From an optimization exercise on the open Yosys and OpenROAD flow, aimed at small area; shortcuts taken in it are not production practice. In this exercise RTL edits were held to simulation tests only and were not proved equivalent to the original. The flow treats the clock pin as an ideal source. Dropping or thinning the clock tree relies on that and would not hold on a real chip. Power and IR drop assume default switching activity.

==> inputs of run P <==
==> flow/design.v <==
module ev1527_classifier (
    input  wire [14:0] lo_i,
    input  wire [13:0] hi_i,
    output wire        valid_o,      
    output wire        bit_o,        
    output wire        preamble_o    
);
    function automatic le15(input [14:0] a, input [14:0] b);
        integer i;
        reg r;
        begin
            r = 1'b1;
            for (i = 0; i < 15; i = i + 1)
                r = (~a[i] & b[i]) | (~a[i] & r) | (b[i] & r);
            le15 = r;
        end
    endfunction
    function automatic [14:0] add15(input [14:0] a, input [14:0] b);
        integer i;
        reg c;
        begin
            c = 1'b0;
            for (i = 0; i < 15; i = i + 1) begin
                add15[i] = a[i] ^ b[i] ^ c;
                c = (a[i] & b[i]) | (a[i] & c) | (b[i] & c);
            end
        end
    endfunction
    wire [14:0] hi = {1'b0, hi_i};
    wire lo_le_2hi = le15(lo_i, {hi_i, 1'b0});
    assign valid_o = le15(15'd450, hi) && le15(hi, 15'd8500) &&
                     le15(15'd1350, lo_i) && le15(lo_i, 15'd25500);
    assign bit_o   = lo_le_2hi;
    wire [14:0] hi_x125 = add15(hi, {3'b000, hi_i[13:2]});
    assign preamble_o = le15(15'd9600, hi) && le15(hi, 15'd16000) &&
                        le15(hi_x125, lo_i) && lo_le_2hi;
endmodule
module ev1527_decoder (
    input  wire        clk,
    input  wire        rst,         
    input  wire        line_i,      
    input  wire        tick_i,      
    input  wire        rearm_i,     
    input  wire        disable_i,   
    input  wire        clrdet_i,    
    output wire [19:0] address_o,
    output wire [3:0]  key_o,
    output wire        detected_o,
    output wire        enabled_o
);
    reg        line_q;
    reg        enabled;
    reg        exp_fall;
    reg [14:0] count;
    reg [13:0] hi;
    reg [4:0]  bit_index;
    wire       preamble_found = |bit_index;
    reg [22:0] acc;
    reg [19:0] address;
    reg [3:0]  key;
    reg        detected;
    wire edge_hit = exp_fall ? (~line_i & line_q) : (line_i & ~line_q);
    wire notify   = enabled & edge_hit & ~rearm_i & ~disable_i;
    wire n_fall   = notify & exp_fall;     
    wire n_rise   = notify & ~exp_fall;    
    wire        big  = ~preamble_found & exp_fall;
    wire [14:0] step = {10'd0, big, 1'b0, big, preamble_found & ~exp_fall,
                        ~big};
    reg  [14:0] count_sum;
    reg         carry;
    reg         count_c14;    
    integer i;
    always @(*) begin
        carry = 1'b0;
        count_c14 = 1'b0;
        for (i = 0; i < 15; i = i + 1) begin
            if (i == 14)
                count_c14 = carry;
            count_sum[i] = count[i] ^ step[i] ^ carry;
            carry        = (count[i] & step[i]) | (count[i] & carry) |
                           (step[i] & carry);
        end
    end
    wire count_sat = exp_fall ? count_c14 : carry;
    wire valid, bit_value, is_preamble;
    ev1527_classifier u_classifier (
        .lo_i      (count),
        .hi_i      (hi),
        .valid_o   (valid),
        .bit_o     (bit_value),
        .preamble_o(is_preamble)
    );
    wire take_bit = n_rise & preamble_found & valid;
    wire last_bit = (bit_index == 5'd14);
    wire complete = take_bit & last_bit;
    always @(posedge clk) begin
        line_q <= line_i;
        if (notify)
            count <= 15'd0;
        else if (enabled && tick_i && !count_sat)
            count <= count_sum;
        if (n_fall)
            hi[12:0] <= count[12:0];
        if (n_fall)
            hi[13] <= count[13];
        else if (notify || rearm_i)
            hi[13] <= 1'b0;
        if (rearm_i)
            exp_fall <= 1'b0;
        else if (notify)
            exp_fall <= ~exp_fall & (~preamble_found | valid);
        if (rearm_i)
            bit_index <= 5'd0;
        else if (n_rise) begin
            if (!preamble_found)
                bit_index <= {4'd0, is_preamble};
            else if (valid)
                bit_index <= {bit_index[3:0], bit_index[4] ^ bit_index[2]};
            else
                bit_index <= 5'd0;
        end
        if (take_bit)
            acc <= {acc[21:0], bit_value};
        if (complete) begin
            address <= acc[22:3];
            key     <= {acc[2:0], bit_value};
        end
        if (rst)
            enabled <= 1'b0;
        else if (disable_i)
            enabled <= 1'b0;
        else if (rearm_i)
            enabled <= 1'b1;
        else if (complete)
            enabled <= 1'b0;
        if (rst)
            detected <= 1'b0;
        else if (complete)
            detected <= 1'b1;
        else if (clrdet_i)
            detected <= 1'b0;
    end
    assign address_o  = address;
    assign key_o      = key;
    assign detected_o = detected;
    assign enabled_o  = enabled;
endmodule
==> flow/flow/run.sh <==
#!/bin/bash
# Own layout flow: the standard flow (standard.sh) with these changes.
#  - Synthesis is the standard flow's own script (synth_recipe.tcl), except that the ABC
#    mapping step uses an area-oriented script (flow/area.abc): the same
#    registers, cell types and names, only the logic between them is mapped
#    differently.
#  - Ports are buffered with buf_1 instead of the resizer's default pick.
#  - CTS is replaced by a two-level clock buffer tree (flow/cts_hook.tcl):
#    the registers are split into CLK_GROUPS groups by position, each
#    driven by a clkbuf_8 at its centre; one clkbuf_8 drives those.
# Each tool's log is in orfs/logs/; make's output is in flow_make.log.
set -euo pipefail
W=$(pwd)
cat > "$W/flow_synth.tcl" <<EOF
proc abc {args} {
  set i [lsearch -exact \$args -script]
  if {\$i >= 0} { lset args [expr {\$i + 1}] $W/flow/area.abc }
  yosys abc {*}\$args
}
source $W/synth_recipe.tcl
EOF
export BUFFER_PORTS_ARGS="-buffer_cell sky130_fd_sc_hd__buf_1"
export PRE_CTS_TCL="$W/flow/cts_hook.tcl"
export CLK_GROUPS=6
export CLK_LEAF_CELL=sky130_fd_sc_hd__clkbuf_8
export CLK_ROOT_CELL=sky130_fd_sc_hd__clkbuf_8
bash standard.sh SYNTH_SCRIPT="$W/flow_synth.tcl" finish > flow_make.log 2>&1
==> flow/flow/area.abc <==
&get -n
&st
&dch
&nf -R 1000
&put
topo
==> flow/flow/cts_hook.tcl <==
# Clock distribution without CTS's H-tree: the registers are split into
# CLK_GROUPS groups by position, each driven by one CLK_LEAF_CELL placed at
# the group's centre, and a CLK_ROOT_CELL drives the leaf buffers.
proc flow_build_clock {} {
  set block [ord::get_db_block]
  set dbu [$block getDbUnitsPerMicron]
  set sinks {}
  foreach inst [$block getInsts] {
    if {[[$inst getMaster] isSequential]} {
      set bb [$inst getBBox]
      lappend sinks [list [$inst getName] [expr {([$bb xMin] + [$bb xMax]) / 2.0 / $dbu}] [expr {([$bb yMin] + [$bb yMax]) / 2.0 / $dbu}]]
    }
  }
  set k $::env(CLK_GROUPS)
  # k-means on register positions, seeded by sorting on x
  set sorted [lsort -real -index 1 $sinks]
  set n [llength $sorted]
  set cents {}
  for {set g 0} {$g < $k} {incr g} {
    set s [lindex $sorted [expr {int(($g + 0.5) * $n / $k)}]]
    lappend cents [list [lindex $s 1] [lindex $s 2]]
  }
  for {set it 0} {$it < 20} {incr it} {
    set groups {}
    for {set g 0} {$g < $k} {incr g} { lappend groups {} }
    foreach s $sinks {
      set best 0; set bd 1e30
      for {set g 0} {$g < $k} {incr g} {
        set c [lindex $cents $g]
        set d [expr {abs([lindex $s 1] - [lindex $c 0]) + abs([lindex $s 2] - [lindex $c 1])}]
        if {$d < $bd} { set bd $d; set best $g }
      }
      lset groups $best [concat [lindex $groups $best] [list $s]]
    }
    set cents {}
    foreach grp $groups {
      set sx 0; set sy 0
      foreach s $grp { set sx [expr {$sx + [lindex $s 1]}]; set sy [expr {$sy + [lindex $s 2]}] }
      set m [llength $grp]
      if {$m == 0} { set m 1 }
      lappend cents [list [expr {$sx / $m}] [expr {$sy / $m}]]
    }
  }
  set g 0
  foreach grp $groups c $cents {
    if {[llength $grp] == 0} { continue }
    set pins {}
    foreach s $grp { lappend pins [get_pins "[lindex $s 0]/CLK"] }
    insert_buffer -buffer_cell $::env(CLK_LEAF_CELL) -net clk -load_pins $pins \
      -location $c -buffer_name "clkbuf_leaf_$g" -net_name "clknet_leaf_$g"
    incr g
  }
  set sx 0; set sy 0
  foreach c $cents { set sx [expr {$sx + [lindex $c 0]}]; set sy [expr {$sy + [lindex $c 1]}] }
  insert_buffer -buffer_cell $::env(CLK_ROOT_CELL) -net clk \
    -location [list [expr {$sx / $k}] [expr {$sy / $k}]] -buffer_name clkbuf_root -net_name clknet_root
  foreach net [$block getNets] {
    if {[string match clk* [$net getName]]} { $net setSigType CLOCK }
  }
  set_propagated_clock [all_clocks]
}
rename clock_tree_synthesis orfs_clock_tree_synthesis
proc clock_tree_synthesis {args} { flow_build_clock }
==> flow/standard.sh <==
#!/bin/bash
# synth_recipe.tcl (not shown) runs the flow's synth.tcl, then flattens the netlist and writes it again
# the make line also repeats each setting of config.mk as NAME=value (left out here)
make -C /OpenROAD-flow-scripts/flow DESIGN_CONFIG=/design/flow/config.mk WORK_HOME=/design/flow/orfs CLKGATE_MAP_FILE= SYNTH_SCRIPT=/design/flow/synth_recipe.tcl "${@:-finish}"
==> flow/config.mk <==
export PLATFORM = sky130hd
export DESIGN_NAME = ev1527_decoder
export DESIGN_NICKNAME = ev1527_decoder
export VERILOG_FILES = /design/flow/design.v
export SDC_FILE = /design/flow/constraint.sdc
export NUM_CORES = 4
export LEC_CHECK = 0
export CAP_MARGIN = 20
export CORE_MARGIN = 2
export CORE_UTILIZATION = 40
export GPL_TIMING_DRIVEN = 0
export SLEW_MARGIN = 20
==> flow/constraint.sdc <==
create_clock -name core_clock -period 6.0 [get_ports {clk}]
set_input_delay 1.2000 -clock core_clock [delete_from_list [all_inputs] [get_ports {clk}]]
set_output_delay 1.2000 -clock core_clock [all_outputs]
set_load 0.01 [all_outputs]
==> inputs of run H, as changes to run P <==
==> flow/design.v, changed modules only <==
module ev1527_classifier (
    input  wire [14:0] lo_i,
    input  wire [13:0] hi_i,
    output wire        valid_o,      
    output wire        bit_o,        
    output wire        preamble_o    
);
    function automatic le15(input [14:0] a, input [14:0] b);
        integer i;
        reg r;
        begin
            r = 1'b1;
            for (i = 0; i < 15; i = i + 1)
                r = (~a[i] & b[i]) | (~a[i] & r) | (b[i] & r);
            le15 = r;
        end
    endfunction
    function automatic [14:0] add15(input [14:0] a, input [14:0] b);
        integer i;
        reg c;
        begin
            c = 1'b0;
            for (i = 0; i < 15; i = i + 1) begin
                add15[i] = a[i] ^ b[i] ^ c;
                c = (a[i] & b[i]) | (a[i] & c) | (b[i] & c);
            end
        end
    endfunction
    wire [14:0] hi = {1'b0, hi_i};
    wire lo_le_2hi = le15(lo_i, {hi_i, 1'b0});
    assign valid_o = le15(15'd450, hi) && le15(hi, 15'd8500) &&
                     le15(15'd1350, lo_i) && le15(lo_i, 15'd25500);
    assign bit_o   = lo_le_2hi;
    wire [14:0] q       = {3'b000, hi_i[13:2]};
    wire [14:0] q_x5    = add15({q[12:0], 2'b00}, q);
    assign preamble_o = le15(15'd2400, q) && le15(q, 15'd4000) &&
                        le15(q_x5, lo_i) && lo_le_2hi;
endmodule
module ev1527_decoder (
    input  wire        clk,
    input  wire        rst,         
    input  wire        line_i,      
    input  wire        tick_i,      
    input  wire        rearm_i,     
    input  wire        disable_i,   
    input  wire        clrdet_i,    
    output wire [19:0] address_o,
    output wire [3:0]  key_o,
    output wire        detected_o,
    output wire        enabled_o
);
    reg        line_q;
    reg        enabled;
    reg        exp_fall;
    reg [14:0] count;
    reg [13:0] hi;
    reg [4:0]  bit_index;
    wire       preamble_found = |bit_index;
    reg [22:0] acc;
    reg [19:0] address;
    reg [3:0]  key;
    reg        detected;
    wire edge_hit = exp_fall ? (~line_i & line_q) : (line_i & ~line_q);
    wire notify   = enabled & edge_hit & ~rearm_i & ~disable_i;
    wire n_fall   = notify & exp_fall;     
    wire n_rise   = notify & ~exp_fall;    
    wire        count_sat = exp_fall ? &count[13:6] : &count[14:6];
    wire        inc  = enabled & tick_i & ~count_sat;
    wire        big  = ~preamble_found & exp_fall;
    wire [14:0] step = {10'd0, big, 1'b0, big, preamble_found & ~exp_fall,
                        ~big} & {15{inc}};
    reg  [14:0] count_sum;
    reg         carry;
    integer i;
    always @(*) begin
        carry = 1'b0;
        for (i = 0; i < 15; i = i + 1) begin
            count_sum[i] = count[i] ^ step[i] ^ carry;
            carry        = (count[i] & step[i]) | (count[i] & carry) |
                           (step[i] & carry);
        end
    end
    wire valid, bit_value, is_preamble;
    ev1527_classifier u_classifier (
        .lo_i      (count),
        .hi_i      (hi),
        .valid_o   (valid),
        .bit_o     (bit_value),
        .preamble_o(is_preamble)
    );
    wire take_bit = n_rise & preamble_found & valid;
    wire last_bit = (bit_index == 5'd14);
    wire complete = take_bit & last_bit;
    always @(posedge clk) begin
        line_q <= line_i;
        count <= notify ? 15'd0 : count_sum;
        if (exp_fall)
            hi[12:0] <= count[12:0];
        if (rearm_i)
            hi[13] <= 1'b0;
        else if (exp_fall)
            hi[13] <= count[13];
        else if (notify)
            hi[13] <= 1'b0;
        if (rearm_i)
            exp_fall <= 1'b0;
        else if (notify)
            exp_fall <= ~exp_fall & (~preamble_found | valid);
        if (rearm_i)
            bit_index <= 5'd0;
        else if (n_rise) begin
            if (!preamble_found)
                bit_index <= {4'd0, is_preamble};
            else if (valid)
                bit_index <= {bit_index[3:0], bit_index[4] ^ bit_index[2]};
            else
                bit_index <= 5'd0;
        end
        if (n_rise)
            acc <= {acc[21:0], bit_value};
        if (complete) begin
            address <= acc[22:3];
            key     <= {acc[2:0], bit_value};
        end
        if (rst)
            enabled <= 1'b0;
        else if (disable_i)
            enabled <= 1'b0;
        else if (rearm_i)
            enabled <= 1'b1;
        else if (complete)
            enabled <= 1'b0;
        if (rst)
            detected <= 1'b0;
        else if (complete)
            detected <= 1'b1;
        else if (clrdet_i)
            detected <= 1'b0;
    end
    assign address_o  = address;
    assign key_o      = key;
    assign detected_o = detected;
    assign enabled_o  = enabled;
endmodule
--- a/flow/flow/run.sh
+++ b/flow/flow/run.sh
@@ -6,8 +6,8 @@
 #    differently.
 #  - Ports are buffered with buf_1 instead of the resizer's default pick.
 #  - CTS is replaced by a two-level clock buffer tree (flow/cts_hook.tcl):
-#    the registers are split into CLK_GROUPS groups by position, each
-#    driven by a clkbuf_8 at its centre; one clkbuf_8 drives those.
+#    the registers are split into CLK_GROUPS equal groups by position, each
+#    driven by a clkbuf_8 at its centre; one clkbuf_2 drives those.
 # Each tool's log is in orfs/logs/; make's output is in flow_make.log.
 set -euo pipefail
 W=$(pwd)
@@ -21,7 +21,7 @@
 EOF
 export BUFFER_PORTS_ARGS="-buffer_cell sky130_fd_sc_hd__buf_1"
 export PRE_CTS_TCL="$W/flow/cts_hook.tcl"
-export CLK_GROUPS=6
+export CLK_GROUPS=5
 export CLK_LEAF_CELL=sky130_fd_sc_hd__clkbuf_8
-export CLK_ROOT_CELL=sky130_fd_sc_hd__clkbuf_8
+export CLK_ROOT_CELL=sky130_fd_sc_hd__clkbuf_2
 bash standard.sh SYNTH_SCRIPT="$W/flow_synth.tcl" finish > flow_make.log 2>&1
==> flow/flow/area.abc (replaced) <==
&get -n
&st
&dch
&nf -R 1000 -E 100 -F 8 -A 8
&put
topo
==> flow/flow/cts_hook.tcl (replaced) <==
# Clock distribution without CTS's H-tree: the registers are split into
# CLK_GROUPS groups of near-equal size by recursive bisection of their
# positions; each group is driven by one CLK_LEAF_CELL placed at the group's
# centre, and one CLK_ROOT_CELL, fed by the clock port, drives the leaf
# buffers. ORFS's CTS step then legalises and repairs timing as usual.

proc flow_split_sinks {sinks k} {
  if {$k <= 1} { return [list $sinks] }
  set xs {}
  set ys {}
  foreach s $sinks { lappend xs [lindex $s 1]; lappend ys [lindex $s 2] }
  set xs [lsort -real $xs]
  set ys [lsort -real $ys]
  set dx [expr {[lindex $xs end] - [lindex $xs 0]}]
  set dy [expr {[lindex $ys end] - [lindex $ys 0]}]
  set idx [expr {$dx >= $dy ? 1 : 2}]
  set sorted [lsort -real -index $idx $sinks]
  set k1 [expr {$k / 2}]
  set n1 [expr {int(round(double([llength $sorted]) * $k1 / $k))}]
  return [concat \
    [flow_split_sinks [lrange $sorted 0 [expr {$n1 - 1}]] $k1] \
    [flow_split_sinks [lrange $sorted $n1 end] [expr {$k - $k1}]]]
}

proc flow_build_clock {} {
  set block [ord::get_db_block]
  set dbu [$block getDbUnitsPerMicron]
  set sinks {}
  foreach inst [$block getInsts] {
    if {[[$inst getMaster] isSequential]} {
      set bb [$inst getBBox]
      lappend sinks [list [$inst getName] \
        [expr {([$bb xMin] + [$bb xMax]) / 2.0 / $dbu}] \
        [expr {([$bb yMin] + [$bb yMax]) / 2.0 / $dbu}]]
    }
  }
  set groups [flow_split_sinks $sinks $::env(CLK_GROUPS)]
  set g 0
  set cx 0
  set cy 0
  foreach grp $groups {
    set sx 0
    set sy 0
    set pins {}
    foreach s $grp {
      set sx [expr {$sx + [lindex $s 1]}]
      set sy [expr {$sy + [lindex $s 2]}]
      lappend pins [get_pins "[lindex $s 0]/CLK"]
    }
    set m [llength $grp]
    set x [expr {$sx / $m}]
    set y [expr {$sy / $m}]
    set cx [expr {$cx + $x}]
    set cy [expr {$cy + $y}]
    insert_buffer -buffer_cell $::env(CLK_LEAF_CELL) -net clk -load_pins $pins \
      -location [list $x $y] -buffer_name "clkbuf_leaf_$g" -net_name "clknet_leaf_$g"
    incr g
  }
  insert_buffer -buffer_cell $::env(CLK_ROOT_CELL) -net clk \
    -location [list [expr {$cx / $g}] [expr {$cy / $g}]] \
    -buffer_name clkbuf_root -net_name clknet_root
  foreach net [$block getNets] {
    if {[string match clk* [$net getName]]} { $net setSigType CLOCK }
  }
  set_propagated_clock [all_clocks]
}

rename clock_tree_synthesis orfs_clock_tree_synthesis
proc clock_tree_synthesis {args} { flow_build_clock }
--- a/flow/config.mk
+++ b/flow/config.mk
@@ -7,6 +7,6 @@
 export LEC_CHECK = 0
 export CAP_MARGIN = 20
 export CORE_MARGIN = 2
-export CORE_UTILIZATION = 40
+export CORE_UTILIZATION = 60
 export GPL_TIMING_DRIVEN = 0
 export SLEW_MARGIN = 20
==> run_results.csv <==
group,metric,value,unit
run_status,status,"complete, no violations",
logic_synthesis,syn_nets,311,
cells_and_area,nNonClkInverters,32,
worst_setup_path,reg2reg_setup_slack,0.11,ns
place,postPlaceCellArea,0.00403,sq mm
cells_and_area,seq_share,54.3,%
cts,clkLatencyLatePin,0.35,ns
power_and_ir_drop,pwr-share-clk,20.0,%
power_and_ir_drop,p_leak,1.37,nW
worst_setup_path,worstRegToRegCells,19,
logic_synthesis,synthAdderAreaFrac,16.3,%
cells_and_area,multi_input_area,0.00142,sq mm
cts,cts_setup_buffers,3,
global_routing,grtUsageTotal,12.9,%
global_routing,grt_pass1_wl,10700,microns
-- figures above: run P

==> run_results.csv <==
group,metric,value,unit
worst_setup_path,critical_path_class,"reg2reg",
cts,cts_setup_buffers,0,
power_and_ir_drop,pwr-share-clk,23.9,%
cts,clkLatencyLatePin,0.49,ns
logic_synthesis,syn_nets,296,
logic_synthesis,synth_most_common_cell,"edfxtp_1",
worst_setup_path,reg2reg_setup_slack,0.79,ns
logic_synthesis,synthAdderAreaFrac,11.6,%
cells_and_area,nNonClkInverters,28,
run_status,status,"complete, no violations",
place,postPlaceCellArea,0.00386,sq mm
global_routing,grtUsageTotal,20.3,%
global_routing,grt_pass1_wl,10600,microns
cells_and_area,multi_input_area,0.00119,sq mm
cells_and_area,seq_share,58.5,%
power_and_ir_drop,maxPowerGroup,"registers",
sta,max_freq,0.192,GHz
cells_and_area,finish.utilization,67.2,%
cells_and_area,multi_input_cells,150,
-- figures above: run H

In every run of this note, the design's own scripts or RTL, not TritonCTS, make the clock network.

[what the ideal ports hide]
Ports are ideal in the flow. The routed layouts listed here were re-timed in OpenROAD. Step 1: set_driving_cell puts a clkbuf_16 on clk and a buf_2 on each other input, an assumption about the parent block. Step 2 moves the port delays by t, midway between the first and last clock arrival at a register: inputs arrive t later, outputs are due t later. That takes back most of the time a late clock gives input paths. Three values: no drivers, after step 1, after step 2; two values: the first two.
| run | t (ns) | slack for setup (ns) | worst data-port slew with drivers (ns) |
|---|---|---|---|
| run P | 0.364 | 0.107 / 0.107 / 0.107 | 0.03 |
| run H | 0.519 | 0.791 / 0.791 / 0.791 | 0.03 |
After both steps setup and hold are still met in every run listed.
